This design comes from an exercise in tuning for small area, a short achievable clock period and few clock cycles per item on the open sky130 flow, not from production work.
In this exercise RTL edits were held to simulation tests only and were not proved equivalent to the original.

==> run a <==
Design curl_sponge, start of the top module:
module curl_sponge (
  input  wire         clk,
  input  wire         rst,         
  input  wire         in_valid,
  input  wire         in_first,    
  input  wire [404:0] in_chunk,    
  output wire         in_ready,
  output reg          out_valid,
  output wire [404:0] out_digest   
);
==> flow/config.mk <==
export PLATFORM = sky130hd
export DESIGN_NAME = curl_sponge
export DESIGN_NICKNAME = curl_sponge
export VERILOG_FILES = /design/flow/design.v
export SDC_FILE = /design/flow/constraint.sdc
export NUM_CORES = 4
export LEC_CHECK = 0
export CAP_MARGIN = 30
export CORE_MARGIN = 2
export CORE_UTILIZATION = 40
export SETUP_SLACK_MARGIN = 4
export SLEW_MARGIN = 30
export SYNTH_HIERARCHICAL = 1
export SYNTH_MINIMUM_KEEP_SIZE = 0
==> flow/constraint.sdc <==
create_clock -name core_clock -period 7.5 [get_ports {clk}]
set_input_delay 1.5000 -clock core_clock [delete_from_list [all_inputs] [get_ports {clk}]]
set_output_delay 1.5000 -clock core_clock [all_outputs]
set_load 0.01 [all_outputs]
standard.sh (not shown) runs the stock make flow with config.mk's settings and CLKGATE_MAP_FILE= SYNTH_SCRIPT=/design/flow/synth_recipe.tcl, a recipe that flattens the netlist after the stock synthesis.
==> flow/flow/run.sh <==
#!/bin/bash
# Own layout flow: the standard layout (standard.sh), except that synthesis
# maps the logic with other ABC scripts (flow/procs.tcl). Registers, their
# names and cell types are those of the standard synthesis. Every port still
# gets a buffer, but a plain buf_1 rather than the delay cell buffer_ports picks.
set -euo pipefail
W=$(pwd)
export MY_FLOW=$W/flow
export MY_ABC_GROUPS="deep.abc=curl_tmix_*;codec.abc=curl_sym2trits curl_trits2sym;area.abc=curl_sponge curl_round_*"
cat "$MY_FLOW/procs.tcl" "$W/synth_recipe.tcl" > "$W/own_synth.tcl"
sed "s#SYNTH_SCRIPT=[^ ]*#SYNTH_SCRIPT=$W/own_synth.tcl#" "$W/standard.sh" > "$W/own_synth.sh"
bash "$W/own_synth.sh" synth > "$W/synth.log" 2>&1
export BUFFER_PORTS_ARGS="-buffer_cell sky130_fd_sc_hd__buf_1"
bash "$W/standard.sh" > "$W/layout.log" 2>&1
==> flow/flow/area.abc <==
strash
&get -n
&st
&dch
&nf -a
&put
==> flow/flow/codec.abc <==
strash
dch
amap
==> flow/flow/deep.abc <==
strash
&get -n
&deepsyn -T 20
&put
amap
==> flow/flow/procs.tcl <==
proc abc {args} {
  set i [lsearch -exact $args -script]
  foreach group [split $::env(MY_ABC_GROUPS) ";"] {
    lassign [split $group "="] script mods
    set a $args
    lset a [expr {$i + 1}] $::env(MY_FLOW)/$script
    yosys abc {*}$a {*}$mods
  }
}
proc extract_fa {args} { puts "extract_fa skipped" }
==> run b: changes against run a <==
==> flow/flow/run.sh (replaced) <==
#!/bin/bash
# Own layout flow: the standard layout (standard.sh), except that synthesis
# maps the logic with other ABC scripts (flow/procs.tcl). Registers, their
# names and cell types are those of the standard synthesis.
set -euo pipefail
W=$(pwd)
export MY_FLOW=$W/flow
export MY_ABC_GROUPS="deep.abc=curl_tmix_*;codec.abc=curl_sym2trits curl_trits2sym;area.abc=curl_sponge curl_round_*"
cat "$MY_FLOW/procs.tcl" "$W/synth_recipe.tcl" > "$W/own_synth.tcl"
sed "s#SYNTH_SCRIPT=[^ ]*#SYNTH_SCRIPT=$W/own_synth.tcl#" "$W/standard.sh" > "$W/own_synth.sh"
bash "$W/own_synth.sh" synth > "$W/synth.log" 2>&1
bash "$W/standard.sh" > "$W/layout.log" 2>&1
--- a/flow/config.mk
+++ b/flow/config.mk
@@ -8,5 +8,5 @@
 export CAP_MARGIN = 30
 export CORE_MARGIN = 2
-export CORE_UTILIZATION = 40
+export CORE_UTILIZATION = 35
 export SETUP_SLACK_MARGIN = 4
 export SLEW_MARGIN = 30
==> summary.txt <==
- Run b passed the timing, DRC and antenna checks. Run a ran to the end with no violations.
- Against run b, the final cell count of run a is smaller by about 2.6%.
- Synthesized area is the same in run a and run b.
- In run b the die area is higher than in run a, by 14%.
- In run b the global-route usage is lower than in run a, by 4.5 points.
- Against run b, the critical path depth of run a is lower by 4.
- Between run a and run b, the lower cell area is in run a (gap 4.0%, measured against run b).
- Against run a, the clock-buffer cell count of run b is higher by 23.
- Between run a and run b, the lower register-to-register slack is in run a (gap 0.07 ns).
- Of run a and run b, run b has the higher maximum frequency (gap about 1.8%, measured against run b).
- Between run a and run b, the lower non-clock buffer count is in run b (gap 16).
==> figures <==
Status: run b complete, no violations; run a complete, no violations
Worst-case setup slack after placement: run b 3.31 ns; run a 3.79 ns
Multi-input gate area: run b 94,400 sq um; run a 93,900 sq um
Detailed route wirelength on metal3: run b 81,500 um; run a 85,500 um
Total stage count of the critical path: run b 11; run a 7
Fill cell instance count of the final layout: run b 40,800; run a 35,300
Worst reg2reg path endpoint: run b out_q[51]$_DFF_P_; run a state[1407]$_SDFFE_PP0P_
Tapcells: run b 5,265; run a 4,599
Met1 Track Usage GR: run b 43.4%; run a 50.4%
Vias in the first global route: run b 128,000; run a 127,000
Capturing element of the worst setup path: run b out_q[51]$_DFF_P_; run a state[1407]$_SDFFE_PP0P_
FF/Latch Area: run b 37,500 sq um; run a 37,500 sq um
Placed cell count: run b 24,900; run a 24,200
Endpoint of the worst hold-timing path: run b cyc[3]$_SDFFE_PP0P_; run a cyc[1]$_SDFFE_PP0P_
Post-route clock period utilization: run b 48.1%; run a 49.0%
Last weighted congestion value of the routability-driven placer: run b 1.09; run a 1.07
Worst R2R Setup Slack: run b 3.90 ns; run a 3.83 ns
Die Y: run b 636 um; run a 596 um
Area growth from synthesis to layout: run b 15.3%; run a 10.7%
Average wire length per cell after detail routing: run b 28.9 um; run a 29.3 um
Testbench counts of run a, summed over its fixed seeds: cycles 8,648, items 960.
Testbench counts of run b, summed over its fixed seeds: cycles 8,648, items 960.

[what the ideal ports hide]
In the flow no input, the clock included, has a driving cell. The finished layouts below were timed again as built, in two steps. Step 1, drivers: a clkbuf_16 drives clk and a buf_2 each remaining input, both assumed. Step 2, shift: input delay + t, output delay - t, t = (earliest + latest rising clock arrival at the registers) / 2. This alone moves slack from input paths to output paths. a / b / c = ideal / step 1 / step 2; a / b = the first two.
| run | t, ns | setup slack, ns | pins driven straight from the clock port |
|---|---|---|---|
| run a | 1.112 | 3.828 / 3.828 / 3.660 | 1 |
| run b | 1.149 | 3.896 / 3.896 / 3.293 | 1 |
After both steps every run listed still meets setup and hold. The setup slack of run b, which loses most, moves by 0.000 ns with the drivers and by -0.603 ns with both steps.
